This is an optimization exercise on Yosys and OpenROAD, whose aim is small area, not a production implementation. Where RTL was checked, it was by simulation tests only, not by an equivalence proof against the original. The RTL of run 2 was laid out without a check of its function. Power and IR drop assume default switching activity.

==> design/flow/design.v <==
module gfte (
    input  wire        clk,
    input  wire        rst,         
    input  wire        hsel,
    input  wire        hwrite,
    input  wire [17:0] haddr,
    input  wire [2:0]  hsize,
    input  wire [31:0] hwdata,
    output reg  [31:0] hrdata,
    output reg         bus_err,
    output reg         tx_valid,
    output reg  [7:0]  tx_data,
    input  wire        tx_ready,
    input  wire        rx_valid,
    input  wire [7:0]  rx_data,
    input  wire        ch_closed,
    input  wire        ch_err,
    input  wire        tick,
    output reg         irq
);
    localparam [1:0] PH_IDLE = 2'd0, PH_TX = 2'd1, PH_RX = 2'd2, PH_HOLD = 2'd3;
    reg [1:0]   phase;
    reg         done, err;
    reg [2:0]   err_code;
    reg [3:0]   res;            
    reg [31:0]  req;
    reg [15:0]  tx_len;
    reg [25:0]  policy;
    reg [7:0]   rsp_addr, rsp_cmd;
    reg [3:0]   rx_len;
    reg [8:0]   attempts;
    reg [15:0]  dl;
    reg [3:0]   ctr;            
    reg [1:0]   rs;             
    reg [63:0]  txp;
    reg [63:0]  rxp;
    reg [7:0]   R [1:11];       
    reg [11:2]  M;              
    reg [7:1]   G;              
    wire [7:0]  req_addr = req[7:0];
    wire [7:0]  req_cmd  = req[15:8];
    wire [7:0]  req_rsp  = req[23:16];
    wire [7:0]  req_nak  = req[31:24];
    wire [2:0]  reason  = res[3] ? 3'd0 : res[2:0];
    wire [2:0]  outcome = res[3]           ? {1'b0, res[0], ~res[0]} :
                          (res[2:0] == 3'd0) ? 3'd0 :
                          !res[2]          ? 3'd3 :
                          res[1]           ? 3'd4 : 3'd5;
    wire        nak_valid = res[3] && res[0] && (rx_len != 4'd0);
    integer i, j, k;
    wire size_ok = (hsize == 3'd4) && (haddr[1:0] == 2'b00);
    wire is_csr  = (haddr[17:6] == 12'd0) && (haddr[5:2] <= 4'd10);
    wire win_ok  = (haddr[15:3] == 13'd0);
    wire is_txw  = (haddr[17:16] == 2'b01) && win_ok;
    wire is_rxw  = (haddr[17:16] == 2'b10) && win_ok;
    wire mapped  = size_ok && (is_csr || is_txw || is_rxw);
    wire host_rd = hsel && !hwrite && !rst && mapped;
    wire host_wr = hsel &&  hwrite && !rst && mapped;
    wire busy0 = (phase != PH_IDLE);
    wire in_tx = (phase == PH_TX);
    wire       tx_last = (ctr == {1'b0, tx_len[3:0]} + 4'd4);
    reg [7:0]  tx_byte;
    always @(*) begin
        case (ctr)
            4'd0:  tx_byte = 8'h01;
            4'd1:  tx_byte = req_addr;
            4'd2:  tx_byte = req_cmd;
            4'd3:  tx_byte = {4'd0, tx_len[3:0]};
            4'd4:  tx_byte = txp[7:0];
            4'd5:  tx_byte = txp[15:8];
            4'd6:  tx_byte = txp[23:16];
            4'd7:  tx_byte = txp[31:24];
            4'd8:  tx_byte = txp[39:32];
            4'd9:  tx_byte = txp[47:40];
            4'd10: tx_byte = txp[55:48];
            4'd11: tx_byte = txp[63:56];
            default: tx_byte = 8'h00;
        endcase
        if (tx_last)
            tx_byte = R[11];
    end
    always @(*) begin
        tx_valid = !rst && in_tx;
        tx_data  = tx_valid ? tx_byte : 8'h00;
        irq      = !rst && (done || err);
    end
    always @(*) begin
        hrdata  = 32'd0;
        bus_err = hsel && !rst && !mapped;
        if (host_rd) begin
            if (is_csr) begin
                case (haddr[5:2])
                    4'd0:  hrdata = 32'h0001_0205;
                    4'd1:  hrdata = 32'h0000_0008;
                    4'd3:  hrdata = {13'd0, reason, 2'd0, phase, 1'b0, outcome,
                                     1'b0, err_code, 1'b0, err, done, busy0};
                    4'd4:  hrdata = req;
                    4'd5:  hrdata = {16'd0, tx_len};
                    4'd6:  hrdata = {6'd0, policy};
                    4'd7:  hrdata = {12'd0, rx_len, rsp_cmd, rsp_addr};
                    4'd8:  hrdata = {23'd0, nak_valid, nak_valid ? rxp[7:0] : 8'h00};
                    4'd9:  hrdata = {23'd0, attempts};
                    4'd10: hrdata = {16'd0, dl};
                    default: hrdata = 32'd0;
                endcase
            end else if (is_txw)
                hrdata = haddr[2] ? txp[63:32] : txp[31:0];
            else
                hrdata = haddr[2] ? rxp[63:32] : rxp[31:0];
        end
    end
    reg [7:0]  B [0:12];
    reg [7:0]  S [1:13];        
    reg [3:0]  cnt;
    reg [12:0] at;
    reg [12:0] s;
    reg [8:0]  Gp;
    reg [12:2] Mp;
    reg [12:0] adv1, unex, term, blen, bchk;
    reg [13:0] reach, stop;
    reg        w_term, w_inv;
    reg [1:0]  w_rsn;
    reg [3:0]  w_cnt;
    reg [7:0]  w_addr, w_cmd;
    reg [3:0]  w_len;
    reg [7:0]  w_pay [0:7];
    always @(*) begin
        cnt = (phase == PH_RX) ? ctr : 4'd0;
        B[0] = 8'h01;
        for (j = 1; j <= 11; j = j + 1)
            B[j] = R[j];
        B[12] = rx_data;
        S[13] = 8'h00;
        for (j = 12; j >= 1; j = j - 1)
            S[j] = S[j + 1] ^ B[j];
        for (j = 2; j <= 11; j = j + 1)
            Mp[j] = M[j];
        Mp[12] = (rx_data == req_nak) || (rx_data == req_rsp);
        for (j = 0; j <= 8; j = j + 1)
            Gp[j] = ((j >= 1 && j <= 7) ? G[j] : 1'b0) |
                    ((B[j + 3] == 8 - j) && (S[j + 1] == 8'h00));
        for (j = 0; j <= 12; j = j + 1) begin
            at[j] = (cnt == 12 - j);
            if (j == 0)
                s[j] = 1'b1;
            else if (j == 12)
                s[j] = (B[j] == 8'h01);
            else
                s[j] = at[j] || (B[j] == 8'h01);
            adv1[j] = !s[j];
            blen[j] = 1'b0;
            bchk[j] = 1'b0;
            unex[j] = 1'b0;
            term[j] = 1'b0;
            if (j <= 9 && s[j]) begin
                if (B[j + 3] > 8) begin
                    adv1[j] = 1'b1;
                    blen[j] = 1'b1;
                end else if (j <= 8) begin
                    if (B[j + 3] <= 8 - j) begin
                        if (!Gp[j]) begin
                            adv1[j] = 1'b1;
                            bchk[j] = 1'b1;
                        end else if (Mp[j + 2])
                            term[j] = 1'b1;
                        else
                            unex[j] = 1'b1;
                    end
                end
            end
        end
        reach[0] = at[0];
        for (j = 1; j <= 13; j = j + 1) begin
            reach[j] = reach[j - 1] & adv1[j - 1];
            if (j <= 12)
                reach[j] = reach[j] | at[j];
            for (i = 0; i <= 8; i = i + 1)
                if (i + 5 <= j && j - i - 5 <= 8 - i)
                    if (reach[i] && unex[i] && B[i + 3][3:0] == j - i - 5)
                        reach[j] = 1'b1;
        end
        for (j = 0; j <= 12; j = j + 1)
            stop[j] = reach[j] & ~adv1[j] & ~unex[j];
        stop[13] = reach[13];
        w_inv = 1'b0;
        w_rsn = 2'd0;
        for (j = 0; j <= 12; j = j + 1) begin
            if (reach[j] && bchk[j]) begin w_inv = 1'b1; w_rsn = 2'd1; end
            if (reach[j] && blen[j]) begin w_inv = 1'b1; w_rsn = 2'd2; end
            if (reach[j] && unex[j]) begin w_inv = 1'b1; w_rsn = 2'd3; end
        end
        w_term = 1'b0;
        for (j = 0; j <= 8; j = j + 1)
            w_term = w_term | (stop[j] & term[j]);
        w_cnt = 4'd0;
        for (j = 0; j <= 13; j = j + 1)
            if (stop[j]) w_cnt = w_cnt | (13 - j);
        w_addr = 8'h00; w_cmd = 8'h00; w_len = 4'h0;
        for (k = 0; k < 8; k = k + 1) w_pay[k] = 8'h00;
        for (j = 0; j <= 8; j = j + 1) begin
            if (stop[j]) begin
                w_addr = w_addr | B[j + 1];
                w_cmd  = w_cmd  | B[j + 2];
                w_len  = w_len  | B[j + 3][3:0];
                for (k = 0; k < 8; k = k + 1)
                    if (j + 4 + k <= 11)
                        w_pay[k] = w_pay[k] | B[j + 4 + k];
            end
        end
    end
    reg [1:0]   n_phase;
    reg         n_done, n_err;
    reg [2:0]   n_err_code;
    reg [3:0]   n_res;
    reg [31:0]  n_req;
    reg [15:0]  n_tx_len;
    reg [25:0]  n_policy;
    reg [7:0]   n_rsp_addr, n_rsp_cmd;
    reg [3:0]   n_rx_len;
    reg [8:0]   n_attempts;
    reg [15:0]  n_dl;
    reg [3:0]   n_ctr;
    reg [1:0]   n_rs;
    reg         rxp_we, txp_we;
    reg         start;
    reg [2:0]   fr;
    always @(*) begin
        n_phase     = phase;
        n_done      = done;
        n_err       = err;
        n_err_code  = err_code;
        n_res       = res;
        n_req       = req;
        n_tx_len    = tx_len;
        n_policy    = policy;
        n_rsp_addr  = rsp_addr;
        n_rsp_cmd   = rsp_cmd;
        n_rx_len    = rx_len;
        n_attempts  = attempts;
        n_dl        = dl;
        n_ctr       = ctr;
        n_rs        = rs;
        rxp_we      = 1'b0;
        txp_we      = 1'b0;
        start       = 1'b0;
        fr          = 3'd0;
        if (in_tx && tx_ready) begin
            n_ctr = ctr + 4'd1;
            if (tx_last) begin
                n_phase = PH_RX;
                n_ctr   = 4'd0;
            end
        end
        if (rx_valid && n_phase == PH_RX) begin
            if (w_term) begin
                n_rsp_addr = w_addr;
                n_rsp_cmd  = w_cmd;
                n_rx_len   = w_len;
                rxp_we     = 1'b1;
                n_res      = {3'b100, (w_cmd == req_nak)};
                n_phase    = PH_IDLE;
                n_done     = 1'b1;
                n_dl       = 16'd0;
            end else begin
                n_ctr = w_cnt;
                if (w_inv) n_rs = w_rsn;
            end
        end
        if ((n_phase == PH_TX || n_phase == PH_RX) && (ch_closed || ch_err)) begin
            n_phase = PH_HOLD;
            n_rs    = {1'b1, !ch_closed};
        end
        if (tick && n_phase != PH_IDLE) begin
            n_dl = dl - 16'd1;
            if (dl == 16'd1) begin
                if (n_phase == PH_HOLD)
                    fr = {2'b10, n_rs[0]};
                else if (n_phase == PH_RX && n_rs != 2'd0)
                    fr = {1'b0, n_rs};
                else
                    fr = 3'd6;
                if (((fr == 3'd6) ? policy[24] : policy[25]) &&
                    (attempts <= {1'b0, policy[23:16]})) begin
                    n_attempts = attempts + 9'd1;
                    start      = 1'b1;
                end else begin
                    n_phase = PH_IDLE;
                    n_done  = 1'b1;
                    n_res   = {1'b0, fr};
                    n_dl    = 16'd0;
                end
            end
        end
        if (host_wr) begin
            if (is_txw) begin
                if (n_phase != PH_IDLE) begin
                    n_err = 1'b1; n_err_code = 3'd4;
                end else
                    txp_we = 1'b1;
            end else if (is_csr) begin
                case (haddr[5:2])
                    4'd2: begin
                        case (hwdata[1:0])
                            2'd1: begin
                                if (n_phase != PH_IDLE) begin
                                    n_err = 1'b1; n_err_code = 3'd3;
                                end else if (tx_len > 16'd8) begin
                                    n_err = 1'b1; n_err_code = 3'd1;
                                end else if (policy[15:0] == 16'd0) begin
                                    n_err = 1'b1; n_err_code = 3'd2;
                                end else begin
                                    n_done      = 1'b0;
                                    n_res       = 4'd0;
                                    n_rsp_addr  = 8'h00;
                                    n_rsp_cmd   = 8'h00;
                                    n_rx_len    = 4'd0;
                                    n_attempts  = 9'd1;
                                    start       = 1'b1;
                                end
                            end
                            2'd2: begin
                                n_done = 1'b0; n_err = 1'b0; n_err_code = 3'd0;
                            end
                            2'd3: begin
                                n_err = 1'b1; n_err_code = 3'd5;
                            end
                            default: ;
                        endcase
                    end
                    4'd4: if (n_phase != PH_IDLE) begin
                              n_err = 1'b1; n_err_code = 3'd4;
                          end else
                              n_req = hwdata;
                    4'd5: if (n_phase != PH_IDLE) begin
                              n_err = 1'b1; n_err_code = 3'd4;
                          end else
                              n_tx_len = hwdata[15:0];
                    4'd6: if (n_phase != PH_IDLE) begin
                              n_err = 1'b1; n_err_code = 3'd4;
                          end else
                              n_policy = hwdata[25:0];
                    default: ;
                endcase
            end
        end
        if (start) begin
            n_phase = PH_TX;
            n_ctr   = 4'd0;
            n_dl    = policy[15:0];
            n_rs    = 2'd0;
        end
    end
    always @(posedge clk) begin
        if (rst) begin
            phase     <= PH_IDLE;
            done      <= 1'b0;
            err       <= 1'b0;
            err_code  <= 3'd0;
            res       <= 4'd0;
            req       <= 32'd0;
            tx_len    <= 16'd0;
            policy    <= 26'h300_0000;
            rsp_addr  <= 8'h00;
            rsp_cmd   <= 8'h00;
            rx_len    <= 4'd0;
            attempts  <= 9'd0;
            dl        <= 16'd0;
        end else begin
            phase     <= n_phase;
            done      <= n_done;
            err       <= n_err;
            err_code  <= n_err_code;
            res       <= n_res;
            req       <= n_req;
            tx_len    <= n_tx_len;
            policy    <= n_policy;
            rsp_addr  <= n_rsp_addr;
            rsp_cmd   <= n_rsp_cmd;
            rx_len    <= n_rx_len;
            attempts  <= n_attempts;
            dl        <= n_dl;
        end
    end
    always @(posedge clk) begin
        ctr <= n_ctr;
        rs  <= n_rs;
    end
    always @(posedge clk) begin
        if (in_tx ? tx_ready : rx_valid) begin
            for (j = 1; j <= 10; j = j + 1)
                R[j] <= R[j + 1];
            R[11] <= in_tx ? (((ctr[3:1] == 3'd0) ? 8'h00 : R[11]) ^ tx_byte) : rx_data;
            for (j = 2; j <= 11; j = j + 1)
                M[j] <= Mp[j + 1];
            for (j = 1; j <= 7; j = j + 1)
                G[j] <= Gp[j + 1];
        end
    end
    always @(posedge clk) begin
        if (!rst && txp_we) begin
            if (haddr[2]) txp[63:32] <= hwdata;
            else          txp[31:0]  <= hwdata;
        end
        if (!rst && rxp_we)
            for (k = 0; k < 8; k = k + 1)
                if (k < w_len)
                    rxp[8*k +: 8] <= w_pay[k];
    end
endmodule
==> design/flow/flow/run.sh <==
#!/bin/bash
# Layout flow: the standard flow (standard.sh) with three changes:
#  - synthesis maps with an area-oriented ABC script (flow/my_synth.tcl, flow/area.abc);
#  - the clock tree uses clkbuf_8 leaf clusters and no dummy loads;
#  - port buffers are buf_1 cells.
set -euo pipefail
W=$PWD
export GFTE_ABC_SCRIPT=$W/flow/area.abc
CTS="-sink_clustering_enable -repair_clock_nets -sink_clustering_size 28 -sink_clustering_max_diameter 80 -buf_list sky130_fd_sc_hd__clkbuf_16 -dont_use_dummy_load"
bash standard.sh SYNTH_SCRIPT=$W/flow/my_synth.tcl "CTS_ARGS=$CTS" "BUFFER_PORTS_ARGS=-buffer_cell sky130_fd_sc_hd__buf_1" finish > $W/flow_make.log 2>&1
==> design/flow/flow/area.abc <==
strash
&get -n
&deepsyn -T 60
&put
dch -f
amap -F 6 -A 30
==> design/flow/flow/my_synth.tcl <==
proc synth {args} { yosys synth -nofsm -noshare {*}$args }
proc abc {args} {
  set i [lsearch -exact $args -script]
  if { $i >= 0 } {
    lset args [expr { $i + 1 }] $::env(GFTE_ABC_SCRIPT)
  }
  yosys abc {*}$args
}
source $::env(SCRIPTS_DIR)/synth.tcl
# left out here: clear keep_hierarchy, flatten, clean up, hide names made inside functions, write 1_2_yosys.v
==> design/flow/standard.sh <==
#!/bin/bash
# synth_recipe.tcl (not shown) runs the flow's synth.tcl, then flattens the netlist and writes it again
# the make line also repeats each setting of config.mk as NAME=value (left out here)
make -C /OpenROAD-flow-scripts/flow DESIGN_CONFIG=/design/flow/config.mk WORK_HOME=/design/flow/orfs CLKGATE_MAP_FILE= SYNTH_SCRIPT=/design/flow/synth_recipe.tcl "${@:-finish}"
==> design/flow/config.mk <==
export PLATFORM = sky130hd
export DESIGN_NAME = gfte
export DESIGN_NICKNAME = gfte
export VERILOG_FILES = /design/flow/design.v
export SDC_FILE = /design/flow/constraint.sdc
export NUM_CORES = 8
export LEC_CHECK = 0
export CAP_MARGIN = 20
export CORE_MARGIN = 2
export CORE_UTILIZATION = 50
export PLACE_DENSITY = 0.65
export SLEW_MARGIN = 20
==> design/flow/constraint.sdc <==
create_clock -name core_clock -period 25.0 [get_ports {clk}]
set_input_delay 5.0000 -clock core_clock [delete_from_list [all_inputs] [get_ports {clk}]]
set_output_delay 5.0000 -clock core_clock [all_outputs]
set_load 0.01 [all_outputs]
==> metrics.md, run 1 <==
| Metric | Value |
|---|---|
| Status | finished clean |
| Cells after Synth | 2138 |
| Top cell by count, worst path | o21ai_0 |
| Hold Vio Cnt, Final | 0 |
| Pwr Density | 96.26 mW/mm^2 |
| Top-count cell post-synth | clkinv_1 |
| Ys flop type | edfxtp_1 |
| Syn Std Cell Area | 0.01972 sq mm |
| # hold bufs at CTS | 0 |
| Residual DRC | 0 |
| Clock latency on the worst-skew pair | between 0.6 and 0.7 ns |
| Arrival time at the worst endpoint | approximately 19 ns |
| Layout Skew | between 0.09 and 0.1 ns |
| Final setup violation count | 0 |
| YS warnings | 5 |
| WL/cell | approximately 34 microns |
| Die height | 202.6 microns |
| Maximum VDD drop | 0.06888 mV |
| Share of layout cells above drive strength 1 | 0.03029 |
| Adder-Cell Fraction of Synth Area | 0.01332 |
| Tot GR Track Use | 0.4564 |
| Sequential element share of the synthesized area | 0.4928 |
| Fin area | 0.02170 sq mm |
| Worst Hold Class | flop to flop |
| Multi-input logic area | 0.008816 sq mm |
| Vias in the first global route | 19480 |
| First-pass iteration count of the detailed router | 8 |
| Post-synth top area share | 0.3547 |
| Crit. End Element | flop |
| Final Wtd Congestion | 1.052 |
| Antenna Cells | 0 |
| Pin count of the biggest net entering global routing | 83 |
| Post-DRT Antenna Nets | 0 |
| Initial drt markers | 4277 |
| Synth cell types | 55 |
| Storage element area | 0.009719 sq mm |
| CTS sink count | 369 |
| Mux share of post-synthesis cell area | 0 |
| Crit path required time | roughly 26 ns |
| CTS max path bufs | 3 |
| Worst path max stage delay | 0.71 ns |
| Setup_tns | 0 ns |
| Initial Util | 0.5080 |
| Fmax | 0.05345 GHz |
| Cts bufs inserted | 23 |
| Slew of the pin with the lowest slew margin | 1.176 ns |
| WS Path Type | primary input to flop |
| Post-synth top cells | 327 x clkinv_1, 233 x edfxtp_1, 228 x nor2_1, 179 x o21ai_0, 177 x o22ai_1 |
| Mean post-synth cell area | 9.225 sq um |
| Via count | around 21000 |
| Clock root buffer | clkbuf_16 |
| Post-Place Cells | 2806 |
| Number of core rows | 72 |
| Async S/R FF share, synth | 0 |
| Die area | 0.04105 sq mm |
| Overflow left after global routing | 0 |
| # Max-Cap Violations | 0 |
| Core box area | approximately 0.039 sq mm |
| Drt via density | 7.469 |
| Maximum fanout along the worst path | 14 |
| Simple-gate share of the synthesized area | 0.1257 |
| Post-CTS Setup Inserts | 0 |
| Crit start category | primary input |
| Fin cells | 2829 |
| Dominant cells by area after synthesis | edfxtp_1 35%, dfxtp_1 14%, clkinv_1 6.2% |
| Unrepaired setup endpoints after global routing | no |
| CTS tree | built |
| Count of final max-slew check failures | 0 |
| Post-synth EDFFs | about 230 |
| Input/output buffers | around 110 |
| Area Growth Syn to Fin | 9.997% |
| Layout fillers | about 3500 |
| Number of H-tree levels | 1 |
| DP HPWL | 72.36 mm |
| Post-Synth XOR/XNOR Area | 0.0004440 |
| Chip width | about 200 microns |
| Gates resized, CTS repair | 0 |
| CTS clk-pin slew, worst paths | 0.11 ns |
| Final net count | 2404 |
| Slew HR | 0.2090 |
| Final min period | 18.71 ns |
| Leakage | 6.584 nW |
| First-pass GRT wire length | 136.7 mm |
| Post-synthesis compound-gate area fraction | 0.3055 |
| Final period util | 0.7484 |
| Seq cells post-synth | 369 |
| Largest family of logic cells by synthesized area | compound AO/OA/AOI/OAI gates |
| Slowest-stage cell, CP | nor4_1 |
| Syn nets | 2229 |
| Area leader, netlist | edfxtp_1 |
| Area post-placement | 0.02111 sq mm |
| Num ports | roughly 110 |
| Number of antenna violations at the first check in global routing | 2 |
| Drt total wl | 95.65 mm |
flip-flops by register name (all words and copies together), names as in the netlist, 2 cells and up:
register	cells
G	7
rx_len	4
err_code	3
tx_len	16
policy	26
rsp_addr	8
txp	64
rsp_cmd	8
ctr	4
dl	16
res	4
attempts	9
req	32
rxp	64
rs	2
R	88
M	10
phase	2
path summary, 6_finish.rpt:
| path | startpoint | end | slack, ns | depth (start not counted) |
|---|---|---|---|---|
| worst max register to register | R[9][7] | dl[8] | 10.23 | 62 |
| worst min-delay path | M[11] | M[10] | 0.44 | 0 |
| worst max-delay path | rx_data[7] | dl[8] | 6.29 | 63 |
| worst min register to register | M[11] | M[10] | 0.44 | 0 |
per-stage QoR:
stage	total power, mW	utilization	setup slack (ns)	hold WS (ns)
global placement	1.674	0.5436	6.635	0.4016
detailed placement	1.676	0.5437	6.375	0.4147
floorplan	1.356	-	9.174	0.4003
finish	2.089	0.5588	6.290	0.4423
CTS	2.038	0.5585	6.851	0.4396
global route	2.154	0.5588	5.141	0.4678
cell usage in the layout (no fill, tap or decap), types with 12 or more instances in the layout:
cell / synthesis / layout
a211oi_1: 18 / 18
a21oi_1: 109 / 109
a221oi_1: 47 / 47
a222oi_1: 83 / 83
a22oi_1: 26 / 26
a31oi_1: 28 / 28
buf_1: 0 / 112
buf_4: 0 / 37
clkbuf_16: 0 / 23
clkinv_1: 327 / 327
dfxtp_1: 136 / 136
edfxtp_1: 233 / 233
ha_1: 21 / 21
nand2_1: 141 / 141
nand3_1: 30 / 30
nand4_1: 23 / 23
nor2_1: 228 / 222
nor3_1: 51 / 51
nor4_1: 35 / 33
o2111ai_1: 12 / 12
o211ai_1: 23 / 23
o21ai_0: 179 / 177
o221ai_1: 77 / 77
o22ai_1: 177 / 177
o32ai_1: 15 / 15
power by group:
| group | leakage, nW | total [mW] | switching (mW) | internal (mW) |
|---|---|---|---|---|
| sequential | 3.36 | 0.949 | 0.178 | 0.772 |
| clock | 0.283 | 0.371 | 0.208 | 0.163 |
| combinational | 2.94 | 0.769 | 0.573 | 0.196 |
cells by family (layout without fill, tap and decap cells):
logic type | after synthesis | count (layout)
compound gates | 865 | 865
simple gates | 555 | 555
flops | 369 | 369
buf+inv | 327 | 500
fa+ha+maj | 21 | 21
xor+xnor | 1 | 1
per-layer routing:
metal  global-route usage  wire, microns  vias up
met3              0.07368          12080      432
met4               0.3180           8711        2
met1               0.5806          33200     9838
met2               0.7144          41640     1998
met5                    0             15        -
li1                     -              -     8860
final cells by class:
type	count	area share
sequential	369	0.4480
multi-input combinational	1442	0.4063
inverter	327	0.05657
timing repair buffer	150	0.03270
tap	518	0.02987
clock buffer	23	0.02653
worst max-delay path: cells and delay by family:
| family | cells | cell delay, ns |
|---|---|---|
| adder cells (fa/ha/maj) | 1 | 0.31 |
| buffers and inverters | 10 | 1.87 |
| AND/OR/NAND/NOR | 20 | 4.34 |
| AO/OA/AOI/OAI | 31 | 7.57 |
| XOR/XNOR | 1 | 0.16 |
==> run 2, diff against run 1 <==
--- a/design/flow/design.v
+++ b/design/flow/design.v
@@ -214,7 +214,2 @@
     reg [3:0]   n_res;
-    reg [31:0]  n_req;
-    reg [15:0]  n_tx_len;
-    reg [25:0]  n_policy;
-    reg [7:0]   n_rsp_addr, n_rsp_cmd;
-    reg [3:0]   n_rx_len;
     reg [8:0]   n_attempts;
@@ -224,3 +219,3 @@
     reg         rxp_we, txp_we;
-    reg         start;
+    reg         start, exec, req_we, tl_we, pol_we, term_we;
     reg [2:0]   fr;
@@ -232,8 +227,2 @@
         n_res       = res;
-        n_req       = req;
-        n_tx_len    = tx_len;
-        n_policy    = policy;
-        n_rsp_addr  = rsp_addr;
-        n_rsp_cmd   = rsp_cmd;
-        n_rx_len    = rx_len;
         n_attempts  = attempts;
@@ -245,2 +234,7 @@
         start       = 1'b0;
+        exec        = 1'b0;
+        req_we      = 1'b0;
+        tl_we       = 1'b0;
+        pol_we      = 1'b0;
+        term_we     = 1'b0;
         fr          = 3'd0;
@@ -255,5 +249,3 @@
             if (w_term) begin
-                n_rsp_addr = w_addr;
-                n_rsp_cmd  = w_cmd;
-                n_rx_len   = w_len;
+                term_we    = 1'b1;
                 rxp_we     = 1'b1;
@@ -313,5 +305,3 @@
                                     n_res       = 4'd0;
-                                    n_rsp_addr  = 8'h00;
-                                    n_rsp_cmd   = 8'h00;
-                                    n_rx_len    = 4'd0;
+                                    exec        = 1'b1;
                                     n_attempts  = 9'd1;
@@ -332,3 +322,3 @@
                           end else
-                              n_req = hwdata;
+                              req_we = 1'b1;
                     4'd5: if (n_phase != PH_IDLE) begin
@@ -336,3 +326,3 @@
                           end else
-                              n_tx_len = hwdata[15:0];
+                              tl_we = 1'b1;
                     4'd6: if (n_phase != PH_IDLE) begin
@@ -340,3 +330,3 @@
                           end else
-                              n_policy = hwdata[25:0];
+                              pol_we = 1'b1;
                     default: ;
@@ -359,8 +349,2 @@
             res       <= 4'd0;
-            req       <= 32'd0;
-            tx_len    <= 16'd0;
-            policy    <= 26'h300_0000;
-            rsp_addr  <= 8'h00;
-            rsp_cmd   <= 8'h00;
-            rx_len    <= 4'd0;
             attempts  <= 9'd0;
@@ -373,8 +357,2 @@
             res       <= n_res;
-            req       <= n_req;
-            tx_len    <= n_tx_len;
-            policy    <= n_policy;
-            rsp_addr  <= n_rsp_addr;
-            rsp_cmd   <= n_rsp_cmd;
-            rx_len    <= n_rx_len;
             attempts  <= n_attempts;
@@ -382,2 +360,15 @@
         end
+    end
+    always @(posedge clk) begin
+        if (rst || req_we)
+            req <= rst ? 32'd0 : hwdata;
+        if (rst || tl_we)
+            tx_len <= rst ? 16'd0 : hwdata[15:0];
+        if (rst || pol_we)
+            policy <= rst ? 26'h300_0000 : hwdata[25:0];
+        if (rst || term_we || exec) begin
+            rsp_addr <= (rst || exec) ? 8'h00 : w_addr;
+            rsp_cmd  <= (rst || exec) ? 8'h00 : w_cmd;
+            rx_len   <= (rst || exec) ? 4'd0  : w_len;
+        end
     end
--- a/design/flow/flow/run.sh
+++ b/design/flow/flow/run.sh
@@ -8,3 +8,3 @@
 export GFTE_ABC_SCRIPT=$W/flow/area.abc
-CTS="-sink_clustering_enable -repair_clock_nets -sink_clustering_size 28 -sink_clustering_max_diameter 80 -buf_list sky130_fd_sc_hd__clkbuf_16 -dont_use_dummy_load"
+CTS="-sink_clustering_enable -repair_clock_nets -sink_clustering_size 14 -sink_clustering_max_diameter 50 -buf_list sky130_fd_sc_hd__clkbuf_8 -dont_use_dummy_load"
 bash standard.sh SYNTH_SCRIPT=$W/flow/my_synth.tcl "CTS_ARGS=$CTS" "BUFFER_PORTS_ARGS=-buffer_cell sky130_fd_sc_hd__buf_1" finish > $W/flow_make.log 2>&1
==> design/flow/flow/area.abc (replaced) <==
strash
&get -n
&deepsyn -T 60
&put
dch -f
amap
--- a/design/flow/config.mk
+++ b/design/flow/config.mk
@@ -7,3 +7,3 @@
 export LEC_CHECK = 0
-export CAP_MARGIN = 20
+export CAP_MARGIN = 5
 export CORE_MARGIN = 2
@@ -11,2 +11,2 @@
 export PLACE_DENSITY = 0.65
-export SLEW_MARGIN = 20
+export SLEW_MARGIN = 5
==> metrics.md, run 2 <==
| Metric | Value |
|---|---|
| Commonest non-fill, non-tap cells in the layout | 327 x edfxtp_1, 260 x clkinv_1, 257 x nor2_1, 189 x o21ai_0, 153 x a21oi_1 |
| WHS Path Cells | 0 (unchanged) |
| Worst min-delay path startpoint | M[11] |
| Clk network pwr share | 0.182 (+0.004) |
| Async S/R FF share, synth | 0 (unchanged) |
| Largest registers | R: 88 flops, rxp: 64 flops, txp: 64 flops |
| Slowest-stage cell, CP | nor2_1 |
| # hold bufs at CTS | 0 (unchanged) |
| Die height | 205.2 microns (+1.3%) |
| Fin cells | 2789 (-1.4%) |
| Power Total | 2.066 mW (-1.1%) |
| Maximum VDD drop | 0.07171 mV (+4.1%) |
| Family with the most delay on the worst path | compound AO/OA/AOI/OAI gates |
| Most common cell after layout, fill and taps aside | edfxtp_1 |
| WP buf/inv | 12 (+2) |
| Initial Util | 0.5083 (about the same) |
| Final setup violation count | 0 (unchanged) |
| CTS tree | built |
| Pwr Density | 93.04 mW/mm^2 (-3.3%) |
| Crit. End Element | flop |
| Setup_tns | 0 ns (unchanged) |
| Area leader, netlist | edfxtp_1 |
| Clock root buffer | clkbuf_8 |
| Vias in the first global route | 18590 (-4.6%) |
| Reg-to-Reg End | dl[8] |
| Final net count | 2357 (-2.0%) |
| Drt via density | 7.370 (-1.3%) |
| Area Growth Syn to Fin | 9.673% |
| Sequential power share | 0.479 (+0.025) |
| Maximum fanout along the worst path | 29 (+15) |
| CTS sink count | 369 (unchanged) |
| Syn nets | 2171 (-2.6%) |
| Storage element area | 0.01066 sq mm (+9.7%) |
| Final period util | 0.7567 (+0.008321) |
| Gate power share | 0.339 (-0.029) |
| Number of core rows | 73 (+1.4%) |
| DP HPWL | 67.34 mm (-6.9%) |
| Slew of the pin with the lowest slew margin | 1.594 ns (+0.4187 ns) |
| Worst path max stage delay | 1.08 ns (+0.37 ns) |
| Residual DRC | 0 (unchanged) |
| Crit start category | primary input |
| CTS clk-pin slew, worst paths | 0.09 ns (-0.02 ns) |
| Layout Skew | 0.08380 ns (-0.01405 ns) |
| Clock latency on the worst-skew pair | 0.68 ns (+0.06 ns) |
| Mean post-synth cell area | 9.732 sq um (+5.5%) |
| Arrival time at the worst endpoint | 19.45 ns (+0.20 ns) |
| Fmax | 0.05286 GHz (-1.1%) |
| Crit path required time | 25.53 ns (about the same) |
| Final Wtd Congestion | 1.045 (-0.67%) |
| Worst Hold Class | flop to flop |
| Post-DRT Antenna Nets | 0 (unchanged) |
| First-pass GRT wire length | 127.5 mm (-6.7%) |
| WL/cell | 32.15 microns (-4.9%) |
| Failed Checks | capacitance limit, slew limit |
| Syn Std Cell Area | 0.02024 sq mm (+2.6%) |
| Layout fillers | 3649 (+4.0%) |
| Share of layout cells above drive strength 1 | 0.03799 (+0.007696) |
| Initial drt markers | 4366 (+2.1%) |
| P_sw | 914.4 uW (-4.5%) |
| Chip width | 205.2 microns (+1.3%) |
| Gates resized, CTS repair | 0 (unchanged) |
| Post-synth EDFFs | 327 (+40%) |
| Dominant cells by area after synthesis | edfxtp_1 49%, clkinv_1 4.9%, o21ai_0 4.8% |
| Antenna Cells | 0 (unchanged) |
| R2R depth | 63 (+1.6%) |
| Top cell by count, worst path | nor2_1 |
| Num ports | 113 (unchanged) |
| Number of H-tree levels | 2 (+1) |
| Seq cells post-synth | 369 (unchanged) |
| Unrepaired setup endpoints after global routing | no |
| Internal | 1.151 mW (+1.8%) |
| Cts bufs inserted | 44 (+91%) |
| Switching power share of the total | 0.4427 (-0.01596) |
| Min-Delay Endpoint | M[10] |
| Overflow left after global routing | 0 (unchanged) |
| Cells after Synth | 2080 (-2.7%) |
| Final min period | 18.92 ns (+0.2080 ns) |
| Count of final max-slew check failures | 2 (+2) |
| Slew HR | -0.09034 (-0.2994) |
| # Max-Cap Violations | 1 (+1) |
| Pin count of the biggest net entering global routing | 68 (-18%) |
| First-pass iteration count of the detailed router | 10 (+2) |
| Multi-input logic area | 0.008660 sq mm (-1.8%) |
| Post-CTS Setup Inserts | 0 (unchanged) |
| Tot GR Track Use | 0.4205 (-0.03590) |
| Input/output buffers | 112 (unchanged) |
| Die area | 0.04211 sq mm (+2.6%) |
| Biggest register | R |
| Core box area | 0.03982 sq mm (+2.6%) |
| Drt total wl | 89.68 mm (-6.2%) |
| Status | failed layout checks |
| FF-to-FF setup slack | 10.03 ns (-0.20 ns) |
| WS Path Type | primary input to flop |
| Synth cell types | 54 (-1.8%) |
| Leakage | 6.847 nW (+4.0%) |
| Max FFs per register | 88 (unchanged) |
| Top-count cell post-synth | edfxtp_1 |
| YS warnings | 5 (unchanged) |
| Fin area | 0.02220 sq mm (+2.3%) |
| Via count | 20550 (-2.7%) |
| CTS max path bufs | 3 (unchanged) |
| Post-synth top area share | 0.4851 (+0.1303) |
| Sequential element share of the synthesized area | 0.5266 (+0.03384) |
| R2r startpoint | R[9][1] |
| Area post-placement | 0.02160 sq mm (+2.3%) |
| Post-synth top cells | 327 x edfxtp_1, 263 x clkinv_1, 259 x nor2_1, 195 x o21ai_0, 154 x a21oi_1 |
| Hold Vio Cnt, Final | 0 (unchanged) |
| Post-Place Cells | 2745 (-2.2%) |
| Ys flop type | edfxtp_1 |
| Number of antenna violations at the first check in global routing | 3 (+1) |
[run 2: cell types whose count changed after synthesis, moves of 31 or more]
cell / before / now
clkinv_1: 327 / 263
edfxtp_1: 233 / 327
nor2_1: 228 / 259
a21oi_1: 109 / 154
nor2b_1: 9 / 46
dfxtp_1: 136 / 42
o22ai_1: 177 / 90
[run 2: logic make-up (layout without fill, tap and decap cells)]
logic type	count (synthesis)	after routing	synth area share
AND/OR/NAND/NOR	649	649	0.1499
adder cells (fa/ha/maj)	21	21	0.01298
AO/OA/AOI/OAI	778	778	0.2617
flip-flops	369	369	0.5266
buffers and inverters	263	447	0.04877
[run 2: worst max path at each step]
stage / from / end / slack [ns] / cells past startpoint
6_report: rx_data[1] / dl[8] / 6.08 / 64
5_1_grt: rx_data[1] / dl[8] / 4.75 / 64
4_1_cts: rx_data[1] / dl[8] / 6.63 / 64
3_5_place_dp: rx_data[1] / dl[8] / 6.06 / 64
3_3_place_gp: rx_data[1] / dl[4] / 6.62 / 64
2_1_floorplan: rx_data[5] / req[0] / 9.38 / 50
[run 2: layout make-up]
type / count / area share
flip-flops and latches: 369 / 0.4802
multi-input cells: 1448 / 0.3900
inverters: 263 / 0.04447
well taps: 525 / 0.02959
repair buffers: 140 / 0.02846
clock buffers: 44 / 0.02728
[run 2: power by group through the flow]
| stage | Sequential, mW | Clock, mW | Combinational (mW) |
|---|---|---|---|
| floorplan | 0.925 | 0 | 0.451 |
| global placement | 0.990 | 0 | 0.660 |
| detailed placement | 0.990 | 0 | 0.664 |
| CTS | 0.977 | 0.375 | 0.668 |
| global route | 1.00 | 0.394 | 0.753 |
| finish | 0.990 | 0.376 | 0.700 |
[run 2: metal layers]
layer,GRT usage,share of wire,vias to the layer above
met2,0.5887,0.41,1865
li1,-,-,8548
met4,0.1447,0.044,4
met1,0.5990,0.39,9857
met5,0,0.00032,-
met3,0.1536,0.16,280
[run 2: per-stage QoR]
| stage | setup slack (ns) | utilization | hold WS [ns] |
|---|---|---|---|
| 6_report | 6.082 | 0.5575 | 0.4303 |
| 5_1_grt | 4.750 | 0.5575 | 0.4364 |
| 4_1_cts | 6.629 | 0.5575 | 0.4295 |
| 3_5_place_dp | 6.064 | 0.5423 | 0.4081 |
| 3_3_place_gp | 6.620 | 0.5423 | 0.4164 |
| 2_1_floorplan | 9.379 | - | 0.4003 |
==> run 3, diff against run 2 <==
--- a/design/flow/design.v
+++ b/design/flow/design.v
@@ -22,4 +22,5 @@
     reg [1:0]   phase;
-    reg         done, err;
-    reg [2:0]   err_code;
+    reg         done;
+    reg [2:0]   err_code;       
+    wire        err = (err_code != 3'd0);
     reg [3:0]   res;            
@@ -99,6 +100,6 @@
                     4'd6:  hrdata = {6'd0, policy};
-                    4'd7:  hrdata = {12'd0, rx_len, rsp_cmd, rsp_addr};
+                    4'd7:  hrdata = res[3] ? {12'd0, rx_len, rsp_cmd, rsp_addr} : 32'd0;
                     4'd8:  hrdata = {23'd0, nak_valid, nak_valid ? rxp[7:0] : 8'h00};
                     4'd9:  hrdata = {23'd0, attempts};
-                    4'd10: hrdata = {16'd0, dl};
+                    4'd10: hrdata = busy0 ? {16'd0, dl} : 32'd0;
                     default: hrdata = 32'd0;
@@ -211,5 +212,8 @@
     reg [1:0]   n_phase;
-    reg         n_done, n_err;
+    reg         n_done;
     reg [2:0]   n_err_code;
     reg [3:0]   n_res;
+    reg [31:0]  n_req;
+    reg [15:0]  n_tx_len;
+    reg [25:0]  n_policy;
     reg [8:0]   n_attempts;
@@ -219,3 +223,3 @@
     reg         rxp_we, txp_we;
-    reg         start, exec, req_we, tl_we, pol_we, term_we;
+    reg         start;
     reg [2:0]   fr;
@@ -224,5 +228,7 @@
         n_done      = done;
-        n_err       = err;
         n_err_code  = err_code;
         n_res       = res;
+        n_req       = req;
+        n_tx_len    = tx_len;
+        n_policy    = policy;
         n_attempts  = attempts;
@@ -234,7 +240,2 @@
         start       = 1'b0;
-        exec        = 1'b0;
-        req_we      = 1'b0;
-        tl_we       = 1'b0;
-        pol_we      = 1'b0;
-        term_we     = 1'b0;
         fr          = 3'd0;
@@ -249,3 +250,2 @@
             if (w_term) begin
-                term_we    = 1'b1;
                 rxp_we     = 1'b1;
@@ -254,3 +254,2 @@
                 n_done     = 1'b1;
-                n_dl       = 16'd0;
             end else begin
@@ -281,3 +280,2 @@
                     n_res   = {1'b0, fr};
-                    n_dl    = 16'd0;
                 end
@@ -288,3 +286,3 @@
                 if (n_phase != PH_IDLE) begin
-                    n_err = 1'b1; n_err_code = 3'd4;
+                    n_err_code = 3'd4;
                 end else
@@ -297,7 +295,7 @@
                                 if (n_phase != PH_IDLE) begin
-                                    n_err = 1'b1; n_err_code = 3'd3;
+                                    n_err_code = 3'd3;
                                 end else if (tx_len > 16'd8) begin
-                                    n_err = 1'b1; n_err_code = 3'd1;
+                                    n_err_code = 3'd1;
                                 end else if (policy[15:0] == 16'd0) begin
-                                    n_err = 1'b1; n_err_code = 3'd2;
+                                    n_err_code = 3'd2;
                                 end else begin
@@ -305,3 +303,2 @@
                                     n_res       = 4'd0;
-                                    exec        = 1'b1;
                                     n_attempts  = 9'd1;
@@ -311,6 +308,6 @@
                             2'd2: begin
-                                n_done = 1'b0; n_err = 1'b0; n_err_code = 3'd0;
+                                n_done = 1'b0; n_err_code = 3'd0;
                             end
                             2'd3: begin
-                                n_err = 1'b1; n_err_code = 3'd5;
+                                n_err_code = 3'd5;
                             end
@@ -320,13 +317,13 @@
                     4'd4: if (n_phase != PH_IDLE) begin
-                              n_err = 1'b1; n_err_code = 3'd4;
+                              n_err_code = 3'd4;
                           end else
-                              req_we = 1'b1;
+                              n_req = hwdata;
                     4'd5: if (n_phase != PH_IDLE) begin
-                              n_err = 1'b1; n_err_code = 3'd4;
+                              n_err_code = 3'd4;
                           end else
-                              tl_we = 1'b1;
+                              n_tx_len = hwdata[15:0];
                     4'd6: if (n_phase != PH_IDLE) begin
-                              n_err = 1'b1; n_err_code = 3'd4;
+                              n_err_code = 3'd4;
                           end else
-                              pol_we = 1'b1;
+                              n_policy = hwdata[25:0];
                     default: ;
@@ -346,7 +343,8 @@
             done      <= 1'b0;
-            err       <= 1'b0;
             err_code  <= 3'd0;
             res       <= 4'd0;
+            req       <= 32'd0;
+            tx_len    <= 16'd0;
+            policy    <= 26'h300_0000;
             attempts  <= 9'd0;
-            dl        <= 16'd0;
         end else begin
@@ -354,20 +352,8 @@
             done      <= n_done;
-            err       <= n_err;
             err_code  <= n_err_code;
             res       <= n_res;
+            req       <= n_req;
+            tx_len    <= n_tx_len;
+            policy    <= n_policy;
             attempts  <= n_attempts;
-            dl        <= n_dl;
-        end
-    end
-    always @(posedge clk) begin
-        if (rst || req_we)
-            req <= rst ? 32'd0 : hwdata;
-        if (rst || tl_we)
-            tx_len <= rst ? 16'd0 : hwdata[15:0];
-        if (rst || pol_we)
-            policy <= rst ? 26'h300_0000 : hwdata[25:0];
-        if (rst || term_we || exec) begin
-            rsp_addr <= (rst || exec) ? 8'h00 : w_addr;
-            rsp_cmd  <= (rst || exec) ? 8'h00 : w_cmd;
-            rx_len   <= (rst || exec) ? 4'd0  : w_len;
         end
@@ -376,2 +362,3 @@
         ctr <= n_ctr;
+        dl  <= n_dl;
         rs  <= n_rs;
@@ -394,2 +381,7 @@
         end
+        if (rxp_we) begin
+            rsp_addr <= w_addr;
+            rsp_cmd  <= w_cmd;
+            rx_len   <= w_len;
+        end
         if (!rst && rxp_we)
==> design/flow/flow/run.sh (replaced) <==
#!/bin/bash
# Layout flow: the standard flow (standard.sh) with three changes:
#  - synthesis maps with area-oriented ABC scripts (flow/my_synth.tcl,
#    flow/area*.abc), several tried and the smallest kept;
#  - the clock tree uses clkbuf_8 leaf clusters and no dummy loads;
#  - port buffers are buf_1 cells.
set -euo pipefail
W=$PWD
export GFTE_ABC_DIR=$W/flow
export GFTE_ABC_CANDS="area1.abc:2"
CTS="-sink_clustering_enable -repair_clock_nets -sink_clustering_size 14 -sink_clustering_max_diameter 50 -buf_list sky130_fd_sc_hd__clkbuf_8 -dont_use_dummy_load"
bash standard.sh SYNTH_SCRIPT=$W/flow/my_synth.tcl "CTS_ARGS=$CTS" "BUFFER_PORTS_ARGS=-buffer_cell sky130_fd_sc_hd__buf_1" finish > $W/flow_make.log 2>&1
==> design/flow/flow/area1.abc (new file) <==
strash
&get -n
&deepsyn -T 60 -S @SEED@
&put
dch -f
amap -F 6 -A 30
==> design/flow/flow/area2.abc (new file) <==
strash
&get -n
&syn2
&deepsyn -T 60 -S @SEED@
&put
dch -f
amap -F 6 -A 30
==> design/flow/flow/area3.abc (new file) <==
strash
&get -n
&deepsyn -T 60
&deepsyn -T 60 -S @SEED@
&put
dch -f
amap -F 6 -A 30
==> design/flow/flow/my_synth.tcl (replaced) <==
proc synth {args} { yosys synth -nofsm -noshare {*}$args }
proc abc {args} {
  set i [lsearch -exact $args -script]
  set j [lsearch -exact $args -liberty]
  set lib [lindex $args [expr { $j + 1 }]]
  set tmp $::env(OBJECTS_DIR)
  yosys design -save gfte_pre_abc
  set best_area -1
  set best_seed -1
  foreach cand $::env(GFTE_ABC_CANDS) {
    lassign [split $cand :] file s
    set seed [file rootname $file]_$s
    set template [read [open $::env(GFTE_ABC_DIR)/$file r]]
    set f [open $tmp/gfte_abc_$seed.script w]
    puts $f [string map [list @SEED@ $s] $template]
    close $f
    set a $args
    lset a [expr { $i + 1 }] $tmp/gfte_abc_$seed.script
    yosys design -load gfte_pre_abc
    if { [catch { yosys abc {*}$a } msg] } {
      puts "GFTE abc seed $seed failed: $msg"
      continue
    }
    yosys tee -q -o $tmp/gfte_stat_$seed.txt stat -liberty $lib
    set area -1
    foreach line [split [read [open $tmp/gfte_stat_$seed.txt r]] "\n"] {
      if { [regexp {Chip area for module.*:\s*([0-9.]+)} $line -> v] } { set area $v }
    }
    puts "GFTE abc seed $seed: area $area"
    if { $area > 0 && ($best_area < 0 || $area < $best_area) } {
      set best_area $area
      set best_seed $seed
      yosys design -save gfte_best_abc
    }
  }
  puts "GFTE abc: kept seed $best_seed, area $best_area"
  yosys design -load gfte_best_abc
}
source $::env(SCRIPTS_DIR)/synth.tcl
# left out here: clear keep_hierarchy, flatten, clean up, hide names made inside functions, write 1_2_yosys.v
--- a/design/flow/config.mk
+++ b/design/flow/config.mk
@@ -7,6 +7,7 @@
 export LEC_CHECK = 0
-export CAP_MARGIN = 5
+export CAP_MARGIN = 20
 export CORE_MARGIN = 2
 export CORE_UTILIZATION = 50
+export GPL_TIMING_DRIVEN = 0
 export PLACE_DENSITY = 0.65
-export SLEW_MARGIN = 5
+export SLEW_MARGIN = 20
removed: design/flow/flow/area.abc
==> metrics.md, run 3 <==
| Metric | Value |
|---|---|
| Status | finished clean |
| CTS max path bufs | 3 (unchanged) |
| Clk network pwr share | 0.191 (+0.009) |
| Num ports | 113 (unchanged) |
| Gates resized, CTS repair | 0 (unchanged) |
| # Max-Cap Violations | 0 (-1) |
| Synth cell types | 57 (+5.6%) |
| Syn nets | 2155 (-0.74%) |
| Gate power share | 0.331 (-0.008) |
| Number of antenna violations at the first check in global routing | 1 (-2) |
| # hold bufs at CTS | 0 (unchanged) |
| Maximum fanout along the worst path | 29 (unchanged) |
| Die height | 202.6 microns (-1.3%) |
| Final period util | 0.8879 (+0.1312) |
| WL/cell | 32.13 microns (about the same) |
| Ys flop type | edfxtp_1 |
| Chip width | 202.6 microns (-1.3%) |
| Global route hottest layer | met2 |
| Final Wtd Congestion | 1.013 (-3.1%) |
| Post-synth EDFFs | 269 (-18%) |
| Worst Slack Setup Final | 2.803 ns (-3.279 ns) |
| Residual DRC | 0 (unchanged) |
| Worst path max stage delay | 1.17 ns (+0.09 ns) |
| CTS tree | built |
| Worst Hold Class | flop to flop |
| Final min period | 22.20 ns (+3.279 ns) |
| CTS clk-pin slew, worst paths | 0.07 ns (-0.02 ns) |
| Util after Layout | 0.5659 (+0.008403) |
| Max FFs per register | 88 (unchanged) |
| Top cell by count, worst path | nor2_1 |
| Post-synth top area share | 0.4096 (-0.07548) |
| CTS sink count | 368 (-0.27%) |
| WS Path Type | primary input to flop |
| Final setup violation count | 0 (unchanged) |
| Core box area | 0.03883 sq mm (-2.5%) |
| Vias in the first global route | 19120 (+2.9%) |
| Final net count | 2339 (-0.76%) |
| Area leader, netlist | edfxtp_1 |
| WHS | 0.4638 ns (+0.03351 ns) |
| Seq cells post-synth | 368 (-0.27%) |
| Number of H-tree levels | 2 (unchanged) |
| YS warnings | 5 (unchanged) |
| Drt via density | 7.392 (+0.30%) |
| Async S/R FF share, synth | 0 (unchanged) |
| Initial Util | 0.5079 (about the same) |
| Crit. End Element | flop |
| Maximum VDD drop | 0.06967 mV (-2.8%) |
| Number of core rows | 72 (-1.4%) |
| Post-DRT Antenna Nets | 0 (unchanged) |
| Clock latency on the worst-skew pair | 0.66 ns (-0.02 ns) |
| Slew HR | 0.1633 (+0.2537) |
| Mean post-synth cell area | 9.555 sq um (-1.8%) |
| DP HPWL | 66.63 mm (-1.1%) |
| Dominant cells by area after synthesis | edfxtp_1 41%, dfxtp_1 10%, o22ai_1 5.5% |
| Switching power share of the total | 0.4337 (-0.009012) |
| Sequential element share of the synthesized area | 0.5101 (-0.01652) |
| Cts bufs inserted | 43 (-2.3%) |
| Internal | 1.100 mW (-4.4%) |
| Input/output buffers | 112 (unchanged) |
| Met2 usage | 0.6611 (+0.07240) |
| Area Growth Syn to Fin | 11.41% |
| Via count | 20440 (-0.56%) |
| Largest registers | R: 88 flops, rxp: 64 flops, txp: 64 flops |
| Commonest non-fill, non-tap cells in the layout | 282 x clkinv_1, 269 x edfxtp_1, 223 x nor2_1, 172 x o22ai_1, 166 x o21ai_0 |
| Post-CTS Setup Inserts | 0 (unchanged) |
| Fmax | 0.04505 GHz (-15%) |
| Overflow left after global routing | 0 (unchanged) |
| Fin cells | 2765 (-0.86%) |
| Hold Vio Cnt, Final | 0 (unchanged) |
| Fin area | 0.02197 sq mm (-1.0%) |
| Slowest-stage cell, CP | clkinv_1 |
| Biggest register | R |
| Initial drt markers | 3893 (-11%) |
| Top-count cell post-synth | clkinv_1 |
| Crit path required time | 25.25 ns (-0.28 ns) |
| Clock root buffer | clkbuf_8 |
| Post-synth top cells | 285 x clkinv_1, 269 x edfxtp_1, 234 x nor2_1, 172 x o21ai_0, 172 x o22ai_1 |
| Share of layout cells above drive strength 1 | 0.04274 (+0.004757) |
| Slew of the pin with the lowest slew margin | 1.244 ns (-0.3507 ns) |
| Pin count of the biggest net entering global routing | 47 (-31%) |
| Area post-placement | 0.02134 sq mm (-1.2%) |
| Setup_tns | 0 ns (unchanged) |
| Drt total wl | 88.83 mm (-0.94%) |
| GRT met1 Usage | 0.5377 (-0.06123) |
| Arrival time at the worst endpoint | 22.45 ns (+3.00 ns) |
| Worst slack at placement | 2.814 ns (-3.250 ns) |
| Syn Std Cell Area | 0.01972 sq mm (-2.6%) |
| Layout Skew | 0.06680 ns (-0.01700 ns) |
| Sequential power share | 0.478 (about the same) |
| Most common cell after layout, fill and taps aside | clkinv_1 |
| Crit start category | primary input |
| Post-Place Cells | 2720 (-0.91%) |
| Die area | 0.04105 sq mm (-2.5%) |
| Pwr Density | 88.42 mW/mm^2 (-5.0%) |
| Tot GR Track Use | 0.4253 (+0.004769) |
| Count of final max-slew check failures | 0 (-2) |
| Unrepaired setup endpoints after global routing | no |
| First-pass iteration count of the detailed router | 10 (unchanged) |
| P_sw | 842.5 uW (-7.9%) |
| First-pass GRT wire length | 128.9 mm (+1.1%) |
| Leakage | 6.603 nW (-3.6%) |
| Met3 Use GR | 0.08395 (-0.06968) |
| Power Total | 1.943 mW (-6.0%) |
| Cells after Synth | 2064 (-0.77%) |
run 3: cell count changes after synthesis, sizes merged, moves of 13 or more:
| cell | before | now |
|---|---|---|
| nand2 | 129 | 116 |
| clkinv | 263 | 285 |
| nor2 | 259 | 234 |
| dfxtp | 42 | 99 |
| a221oi | 33 | 47 |
| o21ai | 195 | 172 |
| o22ai | 90 | 172 |
| a21oi | 154 | 101 |
| nor2b | 46 | 9 |
| edfxtp | 327 | 269 |
run 3: cells by family (layout without fill, tap and decap cells):
family,after synthesis,count (layout),share of synthesized area
compound gates,819,819,0.2886
fa+ha+maj,21,21,0.01332
simple gates,565,565,0.1311
other cells,0,1,0
buf+inv,285,467,0.05424
xor+xnor,6,6,0.002665
flops,368,368,0.5101
run 3: critical path, delay by kind of cell:
family | cells | cell delay [ns]
simple gates | 26 | 5.60
buf+inv | 5 | 1.91
compound gates | 31 | 9.89
run 3: path summary, 6_finish.rpt:
check	start	end	slack, ns	depth (start not counted)
min reg2reg	M[3]	M[2]	0.46	0
max	rx_data[1]	dl[14]	2.80	62
min	M[3]	M[2]	0.46	0
max reg2reg	R[9][1]	dl[14]	6.68	61
run 3: per-layer routing:
metal	vias up	part of all wire
li1	8634	-
met3	401	0.12
met1	9681	0.36
met4	0	0.087
met2	1723	0.44
met5	-	0
run 3: final cells by class:
type	instances	area, sq um
antenna	1	2.502
clock buffer	43	591.8
fill	3534	16850
inverter	285	1074
multi-input combinational	1411	8720
sequential	368	10060
tap	518	648.1
timing repair buffer	139	877.1
run 3: power groups by stage:
stage / clock network (mW) / logic (mW) / registers (mW)
floorplan: 0 / 0.393 / 0.884
global placement: 0 / 0.576 / 0.959
detailed placement: 0 / 0.610 / 0.932
CTS: 0.369 / 0.613 / 0.922
global route: 0.391 / 0.683 / 0.940
finish: 0.372 / 0.642 / 0.928
==> run 4, diff against run 3 <==
--- a/design/flow/flow/run.sh
+++ b/design/flow/flow/run.sh
@@ -9,3 +9,3 @@
 export GFTE_ABC_DIR=$W/flow
-export GFTE_ABC_CANDS="area1.abc:2"
+export GFTE_ABC_CANDS="area1.abc:0 area1.abc:1 area1.abc:2 area2.abc:0 area2.abc:1 area3.abc:3 area3.abc:5"
 CTS="-sink_clustering_enable -repair_clock_nets -sink_clustering_size 14 -sink_clustering_max_diameter 50 -buf_list sky130_fd_sc_hd__clkbuf_8 -dont_use_dummy_load"
--- a/design/flow/config.mk
+++ b/design/flow/config.mk
@@ -10,3 +10,2 @@
 export CORE_UTILIZATION = 50
-export GPL_TIMING_DRIVEN = 0
 export PLACE_DENSITY = 0.65
==> metrics.md, run 4 <==
| Metric | Value |
|---|---|
| Status | finished clean |
| Initial drt markers | 4198 (+7.8%) |
| Gates resized, CTS repair | 0 (unchanged) |
| Area leader, netlist | edfxtp_1 |
| Cts bufs inserted | 40 (-7.0%) |
| Top cell by count, worst path | nor2_1 |
| Syn Std Cell Area | 0.01972 sq mm (unchanged) |
| Worst path max stage delay | 0.96 ns (-0.21 ns) |
| CTS tree | built |
| Number of antenna violations at the first check in global routing | 2 (+1) |
| Area Growth Syn to Fin | 10.25% |
| # hold bufs at CTS | 0 (unchanged) |
| Worst Hold Class | flop to flop |
| Clock latency on the worst-skew pair | 0.66 ns (about the same) |
| # Max-Cap Violations | 0 (unchanged) |
| Vias in the first global route | 19050 (-0.38%) |
| Mean post-synth cell area | 9.555 sq um (unchanged) |
| Input/output buffers | 112 (unchanged) |
| Slew HR | 0.2025 (+0.03917) |
| Area post-placement | 0.02117 sq mm (-0.83%) |
| Die height | 202.6 microns (unchanged) |
| Final net count | 2352 (+0.56%) |
| Post-synth EDFFs | 269 (unchanged) |
| Final Wtd Congestion | 1.085 (+7.0%) |
| Top-count cell post-synth | clkinv_1 |
| Max FFs per register | 88 (unchanged) |
| Maximum VDD drop | 0.06680 mV (-4.1%) |
| Die area | 0.04105 sq mm (unchanged) |
| First-pass iteration count of the detailed router | 11 (+1) |
| Synth cell types | 57 (unchanged) |
| Unrepaired setup endpoints after global routing | no |
| Crit. End Element | flop |
| Util after Layout | 0.5600 (-0.005897) |
| Final setup violation count | 0 (unchanged) |
| Slew of the pin with the lowest slew margin | 1.193 ns (-0.05018 ns) |
| WS Path Type | primary input to flop |
| Post-CTS Setup Inserts | 0 (unchanged) |
| Commonest non-fill, non-tap cells in the layout | 285 x clkinv_1, 269 x edfxtp_1, 227 x nor2_1, 172 x o22ai_1, 168 x o21ai_0 |
| Tot GR Track Use | 0.4267 (+0.001458) |
| Family with the most delay on the worst path | compound AO/OA/AOI/OAI gates |
| CTS clk-pin slew, worst paths | 0.07 ns (about the same) |
| YS warnings | 5 (unchanged) |
| Via count | 20430 (-0.059%) |
| Post-DRT Antenna Nets | 0 (unchanged) |
| Syn nets | 2155 (unchanged) |
| Crit start category | primary input |
| Dominant cells by area after synthesis | edfxtp_1 41%, dfxtp_1 10%, o22ai_1 5.5% |
| Setup_tns | 0 ns (unchanged) |
| First-pass GRT wire length | 129.3 mm (+0.28%) |
| Num ports | 113 (unchanged) |
| Hold Vio Cnt, Final | 0 (unchanged) |
| Number of H-tree levels | 2 (unchanged) |
| Sequential element share of the synthesized area | 0.5101 (unchanged) |
| WL/cell | 31.87 microns (-0.80%) |
| DP HPWL | 65.65 mm (-1.5%) |
| Async S/R FF share, synth | 0 (unchanged) |
| Post-synth top cells | 285 x clkinv_1, 269 x edfxtp_1, 234 x nor2_1, 172 x o21ai_0, 172 x o22ai_1 |
| Fin area | 0.02174 sq mm (-1.0%) |
| Initial Util | 0.5079 (unchanged) |
| Cells after Synth | 2064 (unchanged) |
| FF-to-FF setup slack | 9.06 ns (+2.38 ns) |
| Arrival time at the worst endpoint | 20.19 ns (-2.26 ns) |
| Maximum fanout along the worst path | 29 (unchanged) |
| Residual DRC | 0 (unchanged) |
| WP buf/inv | 9 (+4) |
| Final min period | 19.92 ns (-2.277 ns) |
| Seq cells post-synth | 368 (unchanged) |
| Most common cell after layout, fill and taps aside | clkinv_1 |
| Slowest-stage cell, CP | clkinv_1 |
| Pwr Density | 87.91 mW/mm^2 (-0.57%) |
| Post-synth top area share | 0.4096 (unchanged) |
| Fmax | 0.05020 GHz (+11%) |
| Leakage | 6.558 nW (-0.68%) |
| Share of layout cells above drive strength 1 | 0.04294 (+0.0001967) |
| Largest registers | R: 88 flops, rxp: 64 flops, txp: 64 flops |
| Count of final max-slew check failures | 0 (unchanged) |
| Layout Skew | 0.06500 ns (-0.001807 ns) |
| Ys flop type | edfxtp_1 |
| Chip width | 202.6 microns (unchanged) |
| Final period util | 0.7968 (-0.09110) |
| CTS max path bufs | 3 (unchanged) |
| Core box area | 0.03883 sq mm (unchanged) |
| CTS sink count | 368 (unchanged) |
| Pin count of the biggest net entering global routing | 69 (+47%) |
| Drt total wl | 88.57 mm (-0.30%) |
| Biggest register | R |
| Crit path required time | 25.27 ns (+0.02 ns) |
| Clock root buffer | clkbuf_8 |
| Number of core rows | 72 (unchanged) |
| Overflow left after global routing | 0 (unchanged) |
| Drt via density | 7.350 (-0.56%) |
## run 4: kinds of logic (layout without fill, tap and decap cells)
family                     after synthesis  after routing  synth area share
AOI/OAI and AO/OA                      819            819            0.2886
xor gates and xnor gates                 6              6          0.002665
adders and majority gates               21             21           0.01332
buffers and inverters                  285            480           0.05424
DFF                                    368            368            0.5101
other                                    0              2                 0
and+or+nand+nor                        565            565            0.1311
## run 4: final timing paths
path         startpoint    end  depth (start not counted)
min reg2reg       M[11]  M[10]                          0
min               M[11]  M[10]                          0
max          rx_data[2]  dl[5]                         67
max reg2reg     R[9][1]  dl[5]                         65
## run 4: area by class of cell
| class | count | area [sq um] |
|---|---|---|
| repair buffers | 155 | 743.2 |
| fillers | 3556 | 17080 |
| multi-input cells | 1411 | 8667 |
| diodes | 2 | 5.005 |
| flip-flops and latches | 368 | 10060 |
| clock buffers | 40 | 550.5 |
| well taps | 518 | 648.1 |
| inverters | 285 | 1070 |
## run 4: where the power goes
group	internal (mW)	switching [mW]
clock network	0.142	0.213
registers	0.772	0.157
logic	0.166	0.461
total	1.08	0.830
## run 4: through the flow
| stage | hold slack [ns] | cells | setup slack, ns | power (mW) |
|---|---|---|---|---|
| finish | 0.4263 | 2779 | 5.081 | 1.911 |
| global route | 0.4402 | 2778 | 3.514 | 1.991 |
| CTS | 0.4298 | 2777 | 5.162 | 1.871 |
| detailed placement | 0.4127 | 2737 | 4.623 | 1.524 |
| global placement | 0.4032 | 2737 | 5.688 | 1.520 |
| floorplan | 0.4003 | 2064 | 7.785 | 1.277 |
## run 4: routing by layer
layer,share of wire,track usage,vias up,wire length (microns)
met2,0.43,0.6493,1785,38160
met3,0.13,0.1074,433,11310
met1,0.36,0.5420,9579,31690
li1,-,-,8630,-
met5,0,0,-,0
met4,0.084,0.2782,0,7417
==> run 5, diff against run 4 <==
==> design/flow/flow/run.sh (replaced) <==
#!/bin/bash
# Layout flow: the standard flow (standard.sh) with three changes:
#  - synthesis maps with area-oriented ABC scripts (flow/my_synth.tcl,
#    flow/area*.abc), several tried and the smallest kept;
#  - the clock tree uses clkbuf_4 leaf clusters and no dummy loads;
#  - port buffers are buf_1 cells.
set -euo pipefail
W=$PWD
export GFTE_ABC_DIR=$W/flow
export GFTE_ABC_CANDS="area2.abc:0"
CTS="-sink_clustering_enable -repair_clock_nets -sink_clustering_size 8 -sink_clustering_max_diameter 40 -buf_list sky130_fd_sc_hd__clkbuf_4 -dont_use_dummy_load"
bash standard.sh SYNTH_SCRIPT=$W/flow/my_synth.tcl "CTS_ARGS=$CTS" "BUFFER_PORTS_ARGS=-buffer_cell sky130_fd_sc_hd__buf_1" finish > $W/flow_make.log 2>&1
--- a/design/flow/config.mk
+++ b/design/flow/config.mk
@@ -9,4 +9,4 @@
 export CORE_MARGIN = 2
-export CORE_UTILIZATION = 50
-export PLACE_DENSITY = 0.65
+export CORE_UTILIZATION = 65
+export PLACE_DENSITY = 0.75
 export SLEW_MARGIN = 20
==> metrics.md, run 5 <==
| Metric | Value |
|---|---|
| DP HPWL | 61.09 mm (-6.9%) |
| Commonest non-fill, non-tap cells in the layout | 304 x clkinv_1, 269 x edfxtp_1, 202 x nor2_1, 191 x o21ai_0, 165 x o22ai_1 |
| YS warnings | 5 (unchanged) |
| Die height | 178.2 microns (-12%) |
| Post-synth top cells | 304 x clkinv_1, 269 x edfxtp_1, 209 x nor2_1, 194 x o21ai_0, 165 x o22ai_1 |
| Post-synth EDFFs | 269 (unchanged) |
| Final Wtd Congestion | 1.134 (+4.6%) |
| Sequential element share of the synthesized area | 0.5097 (about the same) |
| CTS sink count | 368 (unchanged) |
| Hold Vio Cnt, Final | 0 (unchanged) |
| Clock root buffer | clkbuf_4 |
| Post-CTS Setup Inserts | 0 (unchanged) |
| Largest registers | R: 88 flops, rxp: 64 flops, txp: 64 flops |
| Unrepaired setup endpoints after global routing | no |
| Crit start category | primary input |
| Worst path max stage delay | 0.99 ns (+0.03 ns) |
| Count of final max-slew check failures | 0 (unchanged) |
| Clock latency on the worst-skew pair | 0.86 ns (+0.20 ns) |
| Layout fillers | 2287 (-36%) |
| Fmax | 0.05278 GHz (+5.1%) |
| Cts bufs inserted | 56 (+40%) |
| CTS clk-pin slew, worst paths | 0.10 ns (+0.03 ns) |
| Die area | 0.03177 sq mm (-23%) |
| Final period util | 0.7579 (-0.03888) |
| Number of core rows | 63 (-13%) |
| Post-DRT Antenna Nets | 0 (unchanged) |
| Crit path required time | 25.70 ns (+0.43 ns) |
| Layout Skew | 0.08622 ns (+0.02122 ns) |
| Async S/R FF share, synth | 0 (unchanged) |
| Num ports | 113 (unchanged) |
| Syn nets | 2157 (+0.093%) |
| Gates resized, CTS repair | 0 (unchanged) |
| Ys flop type | edfxtp_1 |
| Cells after Synth | 2066 (+0.097%) |
| Via count | 21330 (+4.4%) |
| Syn Std Cell Area | 0.01974 sq mm (about the same) |
| Slew of the pin with the lowest slew margin | 1.307 ns (+0.1133 ns) |
| Share of layout cells above drive strength 1 | 0.04665 (+0.003716) |
| Top cell by count, worst path | o21ai_0 |
| Final net count | 2365 (+0.55%) |
| First-pass iteration count of the detailed router | 17 (+6) |
| Family with the most delay on the worst path | compound AO/OA/AOI/OAI gates |
| Maximum fanout along the worst path | 30 (+3.4%) |
| Vias in the first global route | 19550 (+2.6%) |
| Storage element area | 0.01006 sq mm (unchanged) |
| Final min period | 18.95 ns (-0.9721 ns) |
| Worst Hold Class | flop to flop |
| Crit. End Element | flop |
| Initial Util | 0.6623 (+0.1544) |
| Most common cell after layout, fill and taps aside | clkinv_1 |
| Leakage | 6.594 nW (+0.55%) |
| Number of H-tree levels | 2 (unchanged) |
| Multi-input logic area | 0.008591 sq mm (-0.88%) |
| Top-count cell post-synth | clkinv_1 |
| Pin count of the biggest net entering global routing | 81 (+17%) |
| Slew HR | 0.1208 (-0.08165) |
| Drt via density | 8.002 (+8.9%) |
| Initial drt markers | 5229 (+25%) |
| Mean post-synth cell area | 9.552 sq um (about the same) |
| Dominant cells by area after synthesis | edfxtp_1 41%, dfxtp_1 10%, clkinv_1 5.8% |
| Max FFs per register | 88 (unchanged) |
| Seq cells post-synth | 368 (unchanged) |
| WS Path Type | primary input to flop |
| Chip width | 178.2 microns (-12%) |
| Residual DRC | 0 (unchanged) |
| Final setup violation count | 0 (unchanged) |
| Drt total wl | 84.30 mm (-4.8%) |
| Number of antenna violations at the first check in global routing | 3 (+1) |
| Biggest register | R |
| # hold bufs at CTS | 0 (unchanged) |
| Status | finished clean |
[run 5: cell count changes after synthesis, sizes merged, moves of 6 or more]
cell	change
nand2	+15
nor3	-20
clkinv	+19
nor2	-25
o21ai	+22
o22ai	-7
or2	-9
nand3	+8
a222oi	+15
a211oi	-6
[run 5: routing by layer]
metal / share of wire / vias to the layer above / routed length, microns / track usage
met4: 0.11 / 2 / 8996 / 0.3686
li1: - / 8712 / - / -
met5: 0.00013 / - / 11 / 0.004808
met3: 0.17 / 686 / 13930 / 0.1858
met2: 0.41 / 2388 / 34760 / 0.7881
met1: 0.32 / 9537 / 26610 / 0.6282
[run 5: cell type report]
class,instances,area share
sequential,368,0.4698
timing repair buffer,150,0.03284
multi-input combinational,1394,0.4012
inverter,304,0.05330
clock buffer,56,0.01964
antenna,3,0.0003506
tap,390,0.02279
[run 5: path summary, 6_finish.rpt]
path | slack [ns] | end | startpoint | depth (start not counted)
worst max-delay path | 6.05 | req[31] | rx_data[0] | 58
worst min register to register | 0.45 | M[10] | M[11] | 0
worst max register to register | 9.61 | req[31] | R[9][0] | 57
worst min-delay path | 0.45 | M[10] | M[11] | 0
[run 5: power by group]
part	total [mW]	internal [mW]	switching, mW
Clock	0.311	0.102	0.210
Sequential	0.939	0.777	0.162
Combinational	0.611	0.157	0.454
[run 5: metrics by stage]
step / instance area (sq um) / setup WS (ns) / total power, mW / std cells / hold slack, ns
2_1_floorplan: 19740 / 6.760 / 1.278 / 2066 / 0.4003
3_3_place_gp: 20960 / 6.504 / 1.495 / 2604 / 0.4134
3_5_place_dp: 20960 / 5.833 / 1.507 / 2604 / 0.4149
4_1_cts: 21380 / 6.665 / 1.801 / 2660 / 0.4543
5_1_grt: 21410 / 4.380 / 1.917 / 2664 / 0.4640
6_report: 21410 / 6.053 / 1.862 / 2665 / 0.4514
[run 5: cells by family (layout without fill, tap and decap cells)]
kind of cell	count (synthesis)	in the layout	synth area share
compound gates	840	840	0.2966
xor+xnor	1	1	0.0004439
fa+ha+maj	21	21	0.01331
buf+inv	304	510	0.05782
flops	368	368	0.5097
other cells	0	3	0
simple gates	532	532	0.1221
[run 5: worst reg2reg max path, delay by kind of cell (launching register included)]
kind	cells	cell delay, ns
fa+ha+maj	1	0.32
flops	1	0.65
simple gates	17	4.47
buf+inv	9	3.08
compound gates	30	6.78

Setup slack of run 5, layout unchanged: 6.053 ns with ideal ports, 6.064 ns with driving cells assumed (clock clkbuf_16, inputs buf_2), 5.200 ns with port delays also shifted by the 0.863 ns mid clock arrival.
